Source: an optimization exercise on an open RTL-to-GDS flow (aim: small area, a short achievable clock period and few clock cycles per item). Production flows keep margins and buffers that such runs may drop.
No functional check of the RTL was part of this run.
Power figures rest on the tool's default switching activity, not on a simulated workload.

**config.mk**
```make
export PLATFORM = sky130hd
export DESIGN_NAME = netblk_rx
export DESIGN_NICKNAME = netblk_rx
export VERILOG_FILES = /design/flow/design.v
export SDC_FILE = /design/flow/constraint.sdc
export NUM_CORES = 4
export LEC_CHECK = 0
export CAP_MARGIN = 20
export CORE_MARGIN = 2
export CORE_UTILIZATION = 70
export SLEW_MARGIN = 20
```
**constraint.sdc**
```tcl
create_clock -name core_clock -period 12.0 [get_ports {clk}]
set_input_delay 2.4000 -clock core_clock [delete_from_list [all_inputs] [get_ports {clk}]]
set_output_delay 2.4000 -clock core_clock [all_outputs]
set_load 0.01 [all_outputs]
```
**design.v**
```verilog
module netblk_rx (
    input  wire        clk,
    input  wire        rst,
    input  wire        in_valid,
    output wire        in_ready,
    input  wire [31:0] in_data,
    input  wire [2:0]  in_nbytes,    
    input  wire        in_last,
    output wire        res_valid,
    input  wire        res_ready,
    output reg  [2:0]  res_kind,
    output reg  [31:0] res_src,
    output reg  [7:0]  res_type,
    output reg  [15:0] res_id,
    output reg  [15:0] res_seq,
    output reg  [10:0] res_dlen,
    output reg  [1:0]  res_rstat,
    output reg  [15:0] res_ip_csum,
    output reg  [15:0] res_icmp_csum
);
    localparam [10:0] CNT0 = 11'd2020;    
    function [15:0] oc_add;
        input [15:0] a;
        input [15:0] b;
        reg   [15:0] g, p, g1, p1, g2, p2, g3, p3, g4;
        integer i;
        begin
            g = a & b;
            p = a ^ b;
            for (i = 0; i < 16; i = i + 1) begin
                g1[i] = g[i]  | (p[i]  & g[(i + 15) % 16]);
                p1[i] = p[i]  & p[(i + 15) % 16];
            end
            for (i = 0; i < 16; i = i + 1) begin
                g2[i] = g1[i] | (p1[i] & g1[(i + 14) % 16]);
                p2[i] = p1[i] & p1[(i + 14) % 16];
            end
            for (i = 0; i < 16; i = i + 1) begin
                g3[i] = g2[i] | (p2[i] & g2[(i + 12) % 16]);
                p3[i] = p2[i] & p2[(i + 12) % 16];
            end
            for (i = 0; i < 16; i = i + 1)
                g4[i] = g3[i] | (p3[i] & g3[(i + 8) % 16]);
            for (i = 0; i < 16; i = i + 1)
                oc_add[i] = p[i] ^ g4[(i + 15) % 16];
        end
    endfunction
    function [15:0] oc_add3;
        input [15:0] a;
        input [15:0] b;
        input [15:0] c;
        reg   [15:0] s, y;
        begin
            s = a ^ b ^ c;
            y = (a & b) | (a & c) | (b & c);
            oc_add3 = oc_add(s, {y[14:0], y[15]});
        end
    endfunction
    reg        rdy;        
    reg        v1;
    reg [31:0] d1;
    reg [2:0]  nb1;
    reg        l1;
    reg        done;       
    reg        qv;         
    reg        icmp;       
    reg [2:0]  k2;         
    assign in_ready  = rdy;
    assign res_valid = done;
    wire accept = in_valid && rdy;
    wire c2     = v1 && !done;                
    wire take   = done && res_ready;
    wire absorb = v1 && done && !l1 && !qv;
    wire v1_next   = (v1 && !c2 && !absorb) || accept;
    wire l1_next   = accept ? in_last : l1;
    wire qv_next   = absorb || (qv && !c2);
    wire done_next = (c2 && l1) || (done && !res_ready);
    always @(posedge clk) begin
        if (rst) begin
            rdy  <= 1'b1;
            v1   <= 1'b0;
            done <= 1'b0;
            qv   <= 1'b0;
            k2   <= 3'd0;
        end else begin
            rdy  <= !(done_next && v1_next && (l1_next || qv_next));
            v1   <= v1_next;
            done <= done_next;
            qv   <= qv_next;
            if ((c2 && l1))
                k2 <= 3'd0;
            else if ((c2 || absorb) && k2 != 3'd7)
                k2 <= k2 + 3'd1;
        end
    end
    wire [2:0] k2p1   = (k2 == 3'd7) ? 3'd7 : k2 + 3'd1;
    wire [2:0] kin    = v1 ? (l1 ? 3'd0 : k2p1) : k2;
    wire       in_any = !rdy || kin == 3'd0 || kin == 3'd1 || kin == 3'd4 ||
                        (kin[2] && kin[1] && !icmp);
    wire       in_at6 = (kin == 3'd6);
    wire       in_hdr = (kin == 3'd2) || (kin == 3'd3) || (kin == 3'd5);
    wire       in_zero = in_any || (in_at6 && !in_nbytes[2]) || (in_last && in_hdr);
    reg [31:0] in_masked;
    always @(*) begin
        if (in_zero)
            in_masked = 32'h0000_0000;
        else
            case (in_nbytes)
                3'd0:    in_masked = 32'h0000_0000;
                3'd1:    in_masked = in_data & 32'hFF00_0000;
                3'd2:    in_masked = in_data & 32'hFFFF_0000;
                3'd3:    in_masked = in_data & 32'hFFFF_FF00;
                default: in_masked = in_data;
            endcase
    end
    always @(posedge clk) begin
        d1 <= in_masked;
        if (accept) begin
            nb1 <= in_nbytes;
            l1  <= in_last;
        end
    end
    wire [31:0] w = d1;
    wire [10:0] kb    = res_dlen;
    wire [8:0]  kk    = kb[10:2];                   
    wire        at2   = (k2 == 3'd2);
    wire        at3   = (k2 == 3'd3);
    wire        at4   = (k2 == 3'd4);
    wire        at5   = (k2 == 3'd5);
    wire        at6   = (k2 == 3'd6);
    wire        data  = (k2 == 3'd7);
    wire        full  = nb1[2];                     
    wire        lt20  = !k2[2] || (at4 && !full);
    wire        neg   = !data && !(at6 && full);    
    wire        big   = data && (kk > 9'd368 || (kk == 9'd368 && nb1 != 3'd0));
    wire [3:0]  clo   = {1'b0, kb[2:0]} + {1'b0, nb1};
    reg  [7:0]  chi;
    integer j;
    always @(*) begin
        for (j = 0; j < 8; j = j + 1)
            chi[j] = kb[3 + j] ^ (clo[3] & (&(kb[3 +: 8] | (8'hFF << j))));
    end
    wire [10:0] cnt_n = {chi, clo[2:0]};
    wire        ge3     = icmp && !neg;
    wire        is_req  = ge3 && (res_type == 8'd8);
    wire        src_lb  = (res_src[31:24] == 8'd127);
    wire        send_ok = is_req && !big && src_lb;
    wire        last    = l1;
    wire [15:0] af    = oc_add3(res_icmp_csum, w[31:16], w[15:0]);
    wire [15:0] ibase = res_ip_csum;
    wire [3:0]  ilo   = {1'b0, ibase[2:0]} + {1'b0, nb1};
    reg  [12:0] ihi;
    integer m;
    always @(*) begin
        for (m = 0; m < 13; m = m + 1)
            ihi[m] = ibase[3 + m] ^ (ilo[3] & (&(ibase[3 +: 13] | (13'h1FFF << m))));
    end
    wire        icy   = ilo[3] & (&ibase[15:3]);
    wire [15:0] if1   = icy ? {13'd0, ilo[2:0] + 3'd1} : {ihi, ilo[2:0]};
    always @(posedge clk) begin
        if (c2) begin
            if (at2) icmp <= (d1[23:16] == 8'd1);
            if (at3 || (last && lt20))     res_src  <= d1;
            if (at5 || (last && !ge3))     res_type <= d1[31:24];
            if (at6 || (last && !ge3)) begin
                res_id  <= d1[31:16];
                res_seq <= d1[15:0];
            end
            res_dlen <= (last && !ge3) ? 11'd0 : cnt_n;
        end
        if (rst || take)
            res_dlen <= (qv_next && !rst) ? CNT0 + 11'd4 : CNT0;
        if (c2) begin
            if (last)              res_icmp_csum <= send_ok ? ~af : 16'd0;
            else if (at2)          res_icmp_csum <= 16'h0413;
            else if (at5)          res_icmp_csum <= 16'd0;
            else                   res_icmp_csum <= af;
            if (last)              res_ip_csum <= send_ok ? ~if1 : 16'd0;
            else if (at3)          res_ip_csum <= af;
            else                   res_ip_csum <= if1;
            if (last) begin
                res_kind  <= lt20                   ? 3'd0 :
                             !icmp                  ? 3'd1 :
                             neg                    ? 3'd2 :
                             (res_type == 8'd8)     ? 3'd3 :
                             (res_type == 8'd0)     ? 3'd4 : 3'd5;
                res_rstat <= !is_req ? 2'd0 :
                             big     ? 2'd2 :
                             !src_lb ? 2'd1 : 2'd0;
            end
        end
    end
endmodule
```
**flow/run.sh**
```bash
#!/bin/bash
# Standard synthesis, then the standard layout with: plain buf_1 port
# buffers instead of the delay buffers buffer_ports picks by default; a
# clock tree of clkbuf_8 leaves under a clkbuf_16 root; and timing repair
# aiming at a setup slack of 8.55 ns.
set -euo pipefail
bash standard.sh synth > synth.log 2>&1
bash standard.sh \
  BUFFER_PORTS_ARGS="-buffer_cell sky130_fd_sc_hd__buf_1" \
  CTS_ARGS="-sink_clustering_enable -repair_clock_nets -buf_list sky130_fd_sc_hd__clkbuf_8 -root_buf sky130_fd_sc_hd__clkbuf_16" \
  SETUP_SLACK_MARGIN=8.55 \
  finish > layout.log 2>&1
```
**standard.sh**
```bash
#!/bin/bash
# synth_recipe.tcl (not shown) runs the flow's synth.tcl, then flattens the netlist and writes it again
# the make line also repeats each setting of config.mk as NAME=value (left out here)
make -C /OpenROAD-flow-scripts/flow DESIGN_CONFIG=/design/flow/config.mk WORK_HOME=/design/flow/orfs CLKGATE_MAP_FILE= SYNTH_SCRIPT=/design/flow/synth_recipe.tcl "${@:-finish}"
```
==> run notes <==
## metal layers
metal | wire [um] | up-vias
li1 | - | 2853
met1 | 8330 | 3086
met2 | 11000 | 479
met3 | 2330 | 66
met4 | 727 | 4
met5 | 21 | -
## cell families after synthesis
group / Yosys count
adders and majority gates: 50
buffers and inverters: 42
and+or+nand+nor: 213
xor gates and xnor gates: 41
muxes: 29
DFF: 164
AOI/OAI and AO/OA: 136
## metrics by stage
| step | setup slack, ps | total power [mW] | std cells | utilization |
|---|---|---|---|---|
| final | 8550 | 1.18 | 1008 | 0.826 |
| after global routing | 8510 | 1.21 | 1008 | 0.826 |
| after global placement | 8220 | 0.791 | 957 | 0.778 |
| after floorplan | 8650 | 0.751 | 675 | - |
| after CTS | 8550 | 1.16 | 993 | 0.813 |
| after detailed placement | 8050 | 0.799 | 957 | 0.778 |
## state kept, by name, summed over array words and instances (netlist names), 2 cells and up
name and cells:
res_ip_csum 16, k2 3, nb1 3, res_id 16
res_seq 16, res_kind 3, d1 32, res_rstat 2
res_icmp_csum 16, res_type 8, res_src 32, res_dlen 11
## what timing repair did
item / in CTS / in global routing
setup buffers: 4 / 15
resized for setup: 1 / 10
endpoints found under the setup margin: 15 / 22
## report_power, final
group / switching [mW] / total (mW) / leakage, nW / internal, mW
clock network: 0.215 / 0.374 / 0.188 / 0.159
registers: 0.0183 / 0.652 / 1.52 / 0.633
logic: 0.0952 / 0.150 / 1.87 / 0.0544
## cell type report
type	count	area (sq um)	share of cell area
well taps	143	179	0.0190
multi-input cells	469	3490	0.371
repair buffers	183	773	0.0823
clock buffers	18	259	0.0276
inverters	17	63.8	0.00679
flip-flops and latches	164	4530	0.482
clock inverters	14	108	0.0115
## layout by cell type, fill, tap and decap left out, drive strengths merged, types with 3 or more instances in the layout
| cell | instances |
|---|---|
| edfxtp | 124 |
| nor2 | 45 |
| a21o | 12 |
| o21ai | 43 |
| clkbuf | 21 |
| a221o | 3 |
| nand3 | 21 |
| a31oi | 4 |
| a21oi | 36 |
| a221oi | 7 |
| nor4 | 6 |
| nand4 | 21 |
| and2 | 36 |
| ha | 32 |
| dfxtp | 40 |
| buf | 180 |
| clkinv | 9 |
| a211oi | 4 |
| or3 | 3 |
| nor3 | 14 |
| mux2i | 26 |
| inv | 20 |
| xor2 | 17 |
| xnor2 | 24 |
| fa | 18 |
| nand2 | 45 |
| o211ai | 3 |
| mux2 | 3 |
| o21bai | 10 |
## final timing paths
check,startpoint,cells past startpoint,end
hold / removal,d1[8],0,res_src[8]
hold reg to reg,d1[8],0,res_src[8]
setup reg to reg,res_icmp_csum[11],8,res_icmp_csum[12]
setup / recovery,res_dlen[5],1,res_dlen[5]
==> impl_results.md <==
* Worst Hold Class: reg2reg
* Syn Nets at 765
* Fmax at 290 MHz
* CP max FO at 2
* Max Slew Vio Count at 0
* Rel. slew slack at 0.315
* Pwr dens at 125 nW/um^2
* Post-synthesis compound-gate area fraction at 0.107
* First-pass GRT wire length at 33.8 mm
* Sequential area share after synthesis at 0.556
* Core area at 11400 sq um
* Clock slew at reported path FFs at 100 ps
* Number of vias per cell at 6.44
* Dpl hpwl at 15.8 mm
* Chip height at 112 um
* Leakage at 3.57 nW
* Mapped Area at 8140 sq um
* Initial antenna violation count at 2
* Synthesized flop and latch total at 164
* Min Hold Slack at 507 ps
* Final hold vios at 0
* Met2 GRT Util at 0.587
* Most instantiated library cell after synthesis: edfxtp_1
* GRT met1 Usage at 0.470
* Overflow after GRT at 0
* Max Cap Violations at 0
* Via count at 6488
* Clock latency on the worst-skew pair at 400 ps
* Initial DRC count at 765
* Layout cells sized above 1 at 0.0902
* Fin nets at 942
* Vias in the first global route at 6106
* Crit-path cells: buf_1
* Worst path buffer plus inverter count at 1
* Crit-path slowest cell: edfxtp_1
* Area leader, netlist: edfxtp_1
* Tcrit/Tclk final at 0.287
* # setup viols final at 0
* Pin count of the biggest net entering global routing at 33
* Post-synthesis mux area share at 0.0366
* Simple-Gate Fraction of Synth Area at 0.141
* # fillers at 618
* Worst Path Arrival at 1050 ps
* # rows at 39
* Synth top cells by count: 124 x edfxtp_1, 45 x nand2_1, 45 x nor2_1
* Routed len/inst at 22.2 um
* Largest family of logic cells by synthesized area: simple AND/OR/NAND/NOR gates
* Xor and xnor area share after synthesis at 0.0441
* Length of the first detailed-routing pass in iterations at 5
* DRC viols at 0
* CTS Root Cell: clkbuf_16
* Top post-synthesis cells by area: edfxtp_1 46%, dfxtp_1 9.8%, ha_1 4.9%
* Crit Path Class: reg2out
* Reg2Reg Setup Slack at 8580 ps
* CP top delay family: flip-flops
* Required time worst endpoint at 9600 ps
* Synthesis-to-finish area growth at 15.3%
* Post-synth top flop: edfxtp_1
* Final instance area at 9390 sq um
* Post-CTS Hold Buffers at 0
* Clock skew at 16.3 ps
* DRT Wirelength at 22.4 mm
* Worst-Margin Slew at 1020 ps
* Total CTS buffers at 17
* Unrepaired setup endpoints after global routing: true
* Starting Density at 0.716
* CP endpoint kind: output port
* Global route hottest layer: met2
* Synth top area share at 0.457
* Die Wd at 112 um
* Final setup TNS at 0 ps
* Syn avg cell area at 12.1 sq um
* Number of synthesized flops with an enable pin at 124
* Worst stage delay on the critical path at 410 ps
* Placed cell areas at 8850 sq um
* H-tree Lvls at 4
* Antenna diodes at 0
* Fin crit period at 3450 ps
* Io pins at 162
* Startpoint types: flop
* GRT Overall Usage at 0.358
* Antenna Nets Post-Route at 0
* Syn Inst Count at 675
* Met3 usage at 0.0855
* Netlist cell types at 60
* Status: no timing/DRC/antenna violations
* CTS Sinks at 164
* Die ar. at 12500 sq um
* Synth Area in Adders at 0.0934
* Warnings, synthesis at 1
* CTS tree: built
* Max rail drop VDD at 147 uV
* Max Root-Sink Buffers at 2
* Ys async rst share at 0
* Port-buffer cells at 161
* Final Wtd Congestion at 0.937

what the ideal ports hide:
The flow's constraints put no driver on any port. The routed layout listed below was extracted and timed again, unchanged, in two steps. Step 1 assumes that a clkbuf_16 drives the clock port and a buf_2 every other input. Step 2 adds t to the input delays and takes it off the output delays; t is the mean of the earliest and latest rising clock arrival at the registers after step 1. Input paths then give back, and output paths get back, about the clock's delay inside the block. a / b / c = ideal ports / drivers / drivers and shift; a / b = the first two.
t, ns: 0.434
slack for setup (ns): 8.553 / 8.511 / 8.180
cell pins on the clock port's net: 1
After both steps setup and hold are still met in this run. The setup slack of this run moves by -0.042 ns with the drivers and by -0.373 ns with both steps.
